Source: an optimization exercise on an open RTL-to-GDS flow (aim: small area, a short achievable clock period and few clock cycles). Production flows keep margins and buffers that such runs may drop. Where RTL was checked, it was by simulation tests only, not by an equivalence proof against the original. Power is estimated from default activity; no workload was simulated.

lagoon:
// m3pcs_can_core
module m3pcs_can_core (
    input  wire        clk,
    input  wire        rst,
    input  wire        rx_valid,
    input  wire [10:0] rx_id,
    input  wire [3:0]  rx_len,
    input  wire [63:0] rx_data,
    output wire        rx_ready,
    input  wire        cmd_valid,
    input  wire [1:0]  cmd_op,        
    output wire        cmd_ready,
    input  wire        cad_en,
    input  wire [3:0]  in_opcode,
    input  wire [15:0] in_vtgt_raw,
    input  wire [15:0] in_pwr_w,
    input  wire        in_chg_active,
    output wire        tx_valid,
    output reg  [10:0] tx_id,
    output reg  [3:0]  tx_len,
    output reg  [63:0] tx_data,
    input  wire        tx_ready,
    output wire [7:0]  vm_mode,
    output wire [15:0] vm_vbus,
    output wire [15:0] vm_vset,
    output wire [15:0] vm_pmax,
    output wire [3:0]  vm_ilim_code,
    output wire [4:0]  vm_ilim_a,
    output wire        vm_en,
    output wire [13:0] acv_raw,
    output wire [9:0]  aci_raw,
    output wire [11:0] dcdc_i_raw,
    output wire [11:0] hvv_raw,
    output wire [9:0]  lvv_raw,
    output wire [63:0] alertm_raw,
    output wire [63:0] alertl_raw
);
    localparam OP_DRAIN  = 2'd0;
    localparam OP_TICK1  = 2'd1;
  ...
==> flow/config.mk <==
export PLATFORM = sky130hd
export DESIGN_NAME = m3pcs_can_core
export DESIGN_NICKNAME = m3pcs_can_core
export VERILOG_FILES = /design/flow/design.v
export SDC_FILE = /design/flow/constraint.sdc
export NUM_CORES = 4
export LEC_CHECK = 0
export CAP_MARGIN = 20
export CORE_MARGIN = 2
export CORE_UTILIZATION = 60
export CTS_CLUSTER_DIAMETER = 100
export CTS_CLUSTER_SIZE = 24
export PLACE_DENSITY = 0.75
export SLEW_MARGIN = 20
export SYNTH_HIERARCHICAL = 1
export SYNTH_MINIMUM_KEEP_SIZE = 0
export TNS_END_PERCENT = 25
==> flow/constraint.sdc <==
create_clock -name core_clock -period 10.0 [get_ports {clk}]
set_input_delay 2.0000 -clock core_clock [delete_from_list [all_inputs] [get_ports {clk}]]
set_output_delay 2.0000 -clock core_clock [all_outputs]
set_load 0.01 [all_outputs]
standard.sh (not shown) runs the stock make flow with config.mk's settings and CLKGATE_MAP_FILE= SYNTH_SCRIPT=/design/flow/synth_recipe.tcl, a recipe that flattens the netlist after the stock synthesis.
==> flow/flow/run.sh <==
#!/bin/bash
set -e
bash standard.sh finish \
  SETUP_SLACK_MARGIN=6.8 \
  "BUFFER_PORTS_ARGS=-buffer_cell sky130_fd_sc_hd__buf_1" > standard.log 2>&1
lagoon went all the way through synthesis, placement and routing and the layout is clean on timing, DRC and antenna.
Testbench counts of lagoon, summed over its fixed seeds: cycles 5,661.
Modified inputs, garnet compared to lagoon
- PLACE_DENSITY now 0.85, was 0.75
- CORE_UTILIZATION now 75, was 60
- TNS_END_PERCENT no longer set, was 25
## What came out
Placed instance count ends up lower on garnet.
On die height, the higher figure sits with lagoon, not garnet.
Diff garnet..lagoon | count of clock tree sinks | unchanged
garnet did not run to completion, as it errored out during global routing.
Comparing lagoon against garnet, there is no change at all in area share of and/or/nand/nor cells after synthesis.
diff inputs: garnet => zinc
- a change of CORE_UTILIZATION from 75 to 60
- an added TNS_END_PERCENT of 5
- a change of PLACE_DENSITY from 0.85 to 0.75
==> flow/flow/run.sh <==
#!/bin/bash
set -e
bash standard.sh finish \
  SETUP_SLACK_MARGIN=7.0 \
  "BUFFER_PORTS_ARGS=-buffer_cell sky130_fd_sc_hd__buf_1" > standard.log 2>&1
==> summary.txt <==
- In summary, zinc completed successfully, with a layout that passed the timing, DRC and antenna checks.
- Against garnet, zinc comes in about 12% higher on die width.
- Comparing garnet against zinc, there is no change at all in combined area of all synthesized cells.
- Global placer's final weighted congestion shrinks by a few percent when moving from garnet to zinc.
Input-level comparison between raven and zinc:
- clearing TNS_END_PERCENT, which used to be 5
==> flow/flow/run.sh <==
#!/bin/bash
set -e
bash standard.sh finish \
  SETUP_SLACK_MARGIN=6.8 \
  "BUFFER_PORTS_ARGS=-buffer_cell sky130_fd_sc_hd__buf_1" > standard.log 2>&1
Results
- Total wire length on raven is ahead of zinc.
- Detailed route, raven vs zinc: via total lower for raven
- [compare] base=zinc new=raven: relative contribution of combinational cells to total power went down by 0.7 points; share of the clock period used by the worst path after layout was more or less identical.
- Relative to zinc, fraction of power consumed by the clock network has gone up in raven.
- Going from zinc to raven, power spent charging and discharging nets shrank slightly.
- Taking zinc as the reference, in raven final cell count decreased about 1.9%, number of instances resized during post-cts repair rose about 14%.

the reference run:
Another version of the RTL of m3pcs_can_core (not shown whole).
Size: about 1,000 cells after synthesis, about 460 I/O pins.
==> flow/config.mk <==
export PLATFORM = sky130hd
export DESIGN_NAME = m3pcs_can_core
export DESIGN_NICKNAME = m3pcs_can_core
export VERILOG_FILES = /design/flow/design.v
export SDC_FILE = /design/flow/constraint.sdc
export NUM_CORES = 4
export LEC_CHECK = 0
export CAP_MARGIN = 20
export CORE_MARGIN = 2
export CORE_UTILIZATION = 60
export CTS_CLUSTER_DIAMETER = 100
export CTS_CLUSTER_SIZE = 24
export PLACE_DENSITY = 0.75
export SLEW_MARGIN = 20
export SYNTH_HIERARCHICAL = 1
export SYNTH_MINIMUM_KEEP_SIZE = 0
export TNS_END_PERCENT = 1
==> flow/constraint.sdc <==
create_clock -name core_clock -period 10.0 [get_ports {clk}]
set_input_delay 2.0000 -clock core_clock [delete_from_list [all_inputs] [get_ports {clk}]]
set_output_delay 2.0000 -clock core_clock [all_outputs]
set_load 0.01 [all_outputs]
==> flow/flow/run.sh <==
#!/bin/bash
set -e
bash standard.sh finish \
  SETUP_SLACK_MARGIN=6.9 \
  "BUFFER_PORTS_ARGS=-buffer_cell sky130_fd_sc_hd__buf_1" > standard.log 2>&1
The reference run was carried through to the last stage, and its layout satisfied the timing, DRC and antenna checks.
The following lists how the trial run was set up differently from the reference run:
Settings: TNS_END_PERCENT no longer set, was 1.
--- a/flow/flow/run.sh
+++ b/flow/flow/run.sh
@@ -4 +4 @@
-  SETUP_SLACK_MARGIN=6.9 \
+  SETUP_SLACK_MARGIN=6.8 \
Results
The flow did not stop early for the trial run: all stages ran, and the layout cleared the timing, DRC and antenna checks. ~same placed cell count in the trial run and the reference run. Sort the trial run and the reference run by critical path depth asc -> top: the trial run. The reference run was smaller in final cell area than the trial run. On number of tap cells added at floorplan, the trial run and the reference run are neck and neck. The total power in the trial run sits about 0.7% above the value recorded for the reference run. The trial run ended with more multi-input gate count than the reference run.
No run of this note included a check of the RTL's function; only the layout flow was run.

Setup of run A:
RTL: one of the versions met above, not the one the previous note started from.
Size: about 1100 cells after synthesis, ~460 I/O pins, about 19000 µm² of cells after synthesis.
export LEC_CHECK = 0
export CAP_MARGIN = 20
export CORE_MARGIN = 2
export CORE_UTILIZATION = 60
export CTS_CLUSTER_DIAMETER = 100
export CTS_CLUSTER_SIZE = 24
export PLACE_DENSITY = 0.75
export SLEW_MARGIN = 20
export SYNTH_HIERARCHICAL = 1
export SYNTH_MINIMUM_KEEP_SIZE = 0
create_clock -name core_clock -period 10.0 [get_ports {clk}]
==> flow/flow/run.sh <==
#!/bin/bash
set -e
bash standard.sh finish \
  SETUP_SLACK_MARGIN=6.9 \
  "BUFFER_PORTS_ARGS=-buffer_cell sky130_fd_sc_hd__buf_1" > standard.log 2>&1
Testbench counts of run A, summed over its fixed seeds: cycles 5,661.
[inputs] run B vs run A
-- flow/config.mk --
<<< run A, line 17
>>> run B, line 17
export TNS_END_PERCENT = 1
### Flow results
- Run B reached the end of the flow, and the finished layout is clean on the timing, DRC and antenna checks.
- Run A → run B: cell count fell about 1.6%, maximum clock path buffer count about even.
- On sequential cell area, run B and run A are basically level.
- Sum of routed wire length over all layers: run B vs run A down about 5%
For run C, these inputs were changed with respect to run B:
-- flow/flow/run.sh --
<<< run B, line 4
  SETUP_SLACK_MARGIN=6.9 \
>>> run C, line 4
  SETUP_SLACK_MARGIN=6.7 \
-- flow/config.mk --
<<< run B, line 10
export CORE_UTILIZATION = 60
>>> run C, line 10
export CORE_UTILIZATION = 40
<<< run B, line 13
export PLACE_DENSITY = 0.75
>>> run C, line 13
export PLACE_DENSITY = 0.6
<<< run B, line 17
export TNS_END_PERCENT = 1
>>> run C, line 17
## What came out
- From run B to run C the numbers moved as follows: transition time at the pin with the least slew margin lost 0.11 ns, critical path buffer and inverter count went down, reported net switching power increased 0.000018 W, detailed-route wire length per cell decreased about 2.5%.
- | worst max-slew margin expressed relative to the limit | lower: run B |
The following lists how run D was set up differently from run C:
-- flow/flow/run.sh --
<<< run C, line 4
  SETUP_SLACK_MARGIN=6.7 \
>>> run D, line 4
  SETUP_SLACK_MARGIN=6.8 \
-- flow/config.mk --
<<< run C, line 10
export CORE_UTILIZATION = 40
>>> run D, line 10
export CORE_UTILIZATION = 60
<<< run C, line 13
export PLACE_DENSITY = 0.6
>>> run D, line 13
export PLACE_DENSITY = 0.75
<<< run C, line 17
>>> run D, line 17
export TNS_END_PERCENT = 5
Findings:
- Run D ended with every stage complete and zero timing, DRC or antenna violations.
- Higher placed instance count goes to run C over run D.
- Between run C and run D, met2 capacity usage during global routing increased.
- Relative to run C, fraction of the cycle the final worst path needs has gone down in run D.
- Comparing run D and run C, the lower count of buffer and inverter cells on the critical path is on run D.
- Run D vs. run C: worst slew margin relative to its limit shows a reduction of 26 points, clock-buffer cell count went up.

Another version of the RTL of m3pcs_can_core (not shown whole).
For scale: roughly 1000 cells after synthesis, ~580 flip-flops, ~460 I/O pins, about 19000 sq um of cells after synthesis.
==> flow/config.mk <==
export PLATFORM = sky130hd
export DESIGN_NAME = m3pcs_can_core
export DESIGN_NICKNAME = m3pcs_can_core
export VERILOG_FILES = /design/flow/design.v
export SDC_FILE = /design/flow/constraint.sdc
export NUM_CORES = 4
export LEC_CHECK = 0
export ABC_CLOCK_PERIOD_IN_PS = 2000
export CAP_MARGIN = 20
export CORE_MARGIN = 2
export CORE_UTILIZATION = 40
export CTS_CLUSTER_DIAMETER = 100
export CTS_CLUSTER_SIZE = 30
export PLACE_DENSITY = 0.6
export SLEW_MARGIN = 20
==> flow/constraint.sdc <==
create_clock -name core_clock -period 10.0 [get_ports {clk}]
set_input_delay 2.0000 -clock core_clock [delete_from_list [all_inputs] [get_ports {clk}]]
set_output_delay 2.0000 -clock core_clock [all_outputs]
set_load 0.01 [all_outputs]
==> flow/flow/run.sh <==
#!/bin/bash
# The standard layout (standard.sh), with two changes to how it is made:
# the port buffers are buf_2 cells instead of the delay cell that buffer_ports
# picks by default, and setup repair aims for 7 ns of slack at the design's
# 10 ns period. The tools' output goes to standard.log.
set -e
bash standard.sh finish \
  SETUP_SLACK_MARGIN=7 \
  "BUFFER_PORTS_ARGS=-buffer_cell sky130_fd_sc_hd__buf_2" > standard.log 2>&1
Testbench counts at the start, summed over its fixed seeds: cycles 5,661.
Change:
==> flow/flow/run.sh (replaced) <==
#!/bin/bash
# The standard layout (standard.sh), with two changes to how it is made:
# the port buffers are buf_1 cells instead of the delay cell that buffer_ports
# picks by default, and setup repair aims for 7 ns of slack at the design's
# 10 ns period. The tools' output goes to standard.log.
set -e
bash standard.sh finish \
  SETUP_SLACK_MARGIN=6.6 \
  "BUFFER_PORTS_ARGS=-buffer_cell sky130_fd_sc_hd__buf_1" > standard.log 2>&1
Settings changed: ABC_CLOCK_PERIOD_IN_PS 2000 to unset, CTS_CLUSTER_SIZE 30 to 24.
Result: Setup slack gets better by 0.027 ns; total power decreases by 1.2%; routed wire length decreases by 12%.
Change:
==> flow/flow/run.sh (replaced) <==
#!/bin/bash
# The standard layout (standard.sh), with two changes to how it is made:
# the port buffers are buf_2 cells instead of the delay cell that buffer_ports
# picks by default, and setup repair aims for 7 ns of slack at the design's
# 10 ns period. The tools' output goes to standard.log.
set -e
bash standard.sh finish \
  SETUP_SLACK_MARGIN=7 \
  "BUFFER_PORTS_ARGS=-buffer_cell sky130_fd_sc_hd__buf_2" > standard.log 2>&1
Outcome: Utilization came out higher by 6.1 points; clock skew came out higher by 0.019 ns; clock power is about the same; wire length came out higher by roughly a tenth; design area came out higher by roughly a tenth; power came out higher by a few percent; first-iteration DRC count came out higher by roughly a tenth; area after synthesis does not change; maximum frequency came out lower slightly.
Change:
Settings changed: CTS_CLUSTER_DIAMETER 100 to unset, CTS_CLUSTER_SIZE 24 to unset.
Wire length came out higher by 1.0%; non-clock buffer count came out lower by 10; total power came out higher by about 18%; hold slack got worse by 0.0045 ns; sequential power stays flat.

==> what the ideal ports hide <==
In the flow no input, the clock included, has a driving cell. The finished layouts below were timed again as built, in two steps. Step 1, drivers: a clkbuf_16 drives clk and a buf_2 each remaining input, both assumed. Step 2 moves the port delays by t, midway between the first and last clock arrival at a register: inputs arrive t later, outputs are due t later. That takes back most of the time a late clock gives input paths. a / b / c = ideal ports / drivers / drivers and shift; a / b = the first two.
| run | shift t [ns] | slack for setup (ns) | hold slack, ns |
|---|---|---|---|
| lagoon | 0.603 | 6.745 / 6.699 / 6.194 | 0.405 / 0.405 / 0.405 |
| zinc | 0.607 | 6.770 / 6.726 / 6.189 | 0.413 / 0.413 / 0.413 |
| raven | 0.615 | 6.765 / 6.754 / 6.171 | 0.418 / 0.418 / 0.418 |
| the reference run | 0.605 | 6.659 / 6.643 / 6.038 | 0.420 / 0.420 / 0.420 |
| the trial run | 0.601 | 6.738 / 6.752 / 6.151 | 0.419 / 0.419 / 0.419 |
| run A | 0.617 | 6.799 / 6.806 / 6.194 | 0.416 / 0.416 / 0.416 |
| run B | 0.607 | 6.781 / 6.786 / 6.185 | 0.420 / 0.420 / 0.420 |
| run C | 0.634 | 6.718 / 6.726 / 6.116 | 0.420 / 0.420 / 0.420 |
| run D | 0.607 | 6.735 / 6.690 / 6.172 | 0.413 / 0.413 / 0.413 |
| the first run of note 4 | 0.627 | 6.536 / 6.544 / 5.917 | 0.424 / 0.424 / 0.424 |
| the second run of note 4 | 0.644 | 6.563 / 6.591 / 5.947 | 0.408 / 0.408 / 0.408 |
| the third run of note 4 | 0.654 | 6.536 / 6.556 / 5.902 | 0.408 / 0.408 / 0.408 |
| the fourth run of note 4 | 0.647 | 6.546 / 6.563 / 5.916 | 0.404 / 0.404 / 0.404 |
After both steps setup and hold are still met in every run listed. The setup slack of the third run of note 4, which loses most, moves by +0.020 ns with the drivers and by -0.634 ns with both steps.
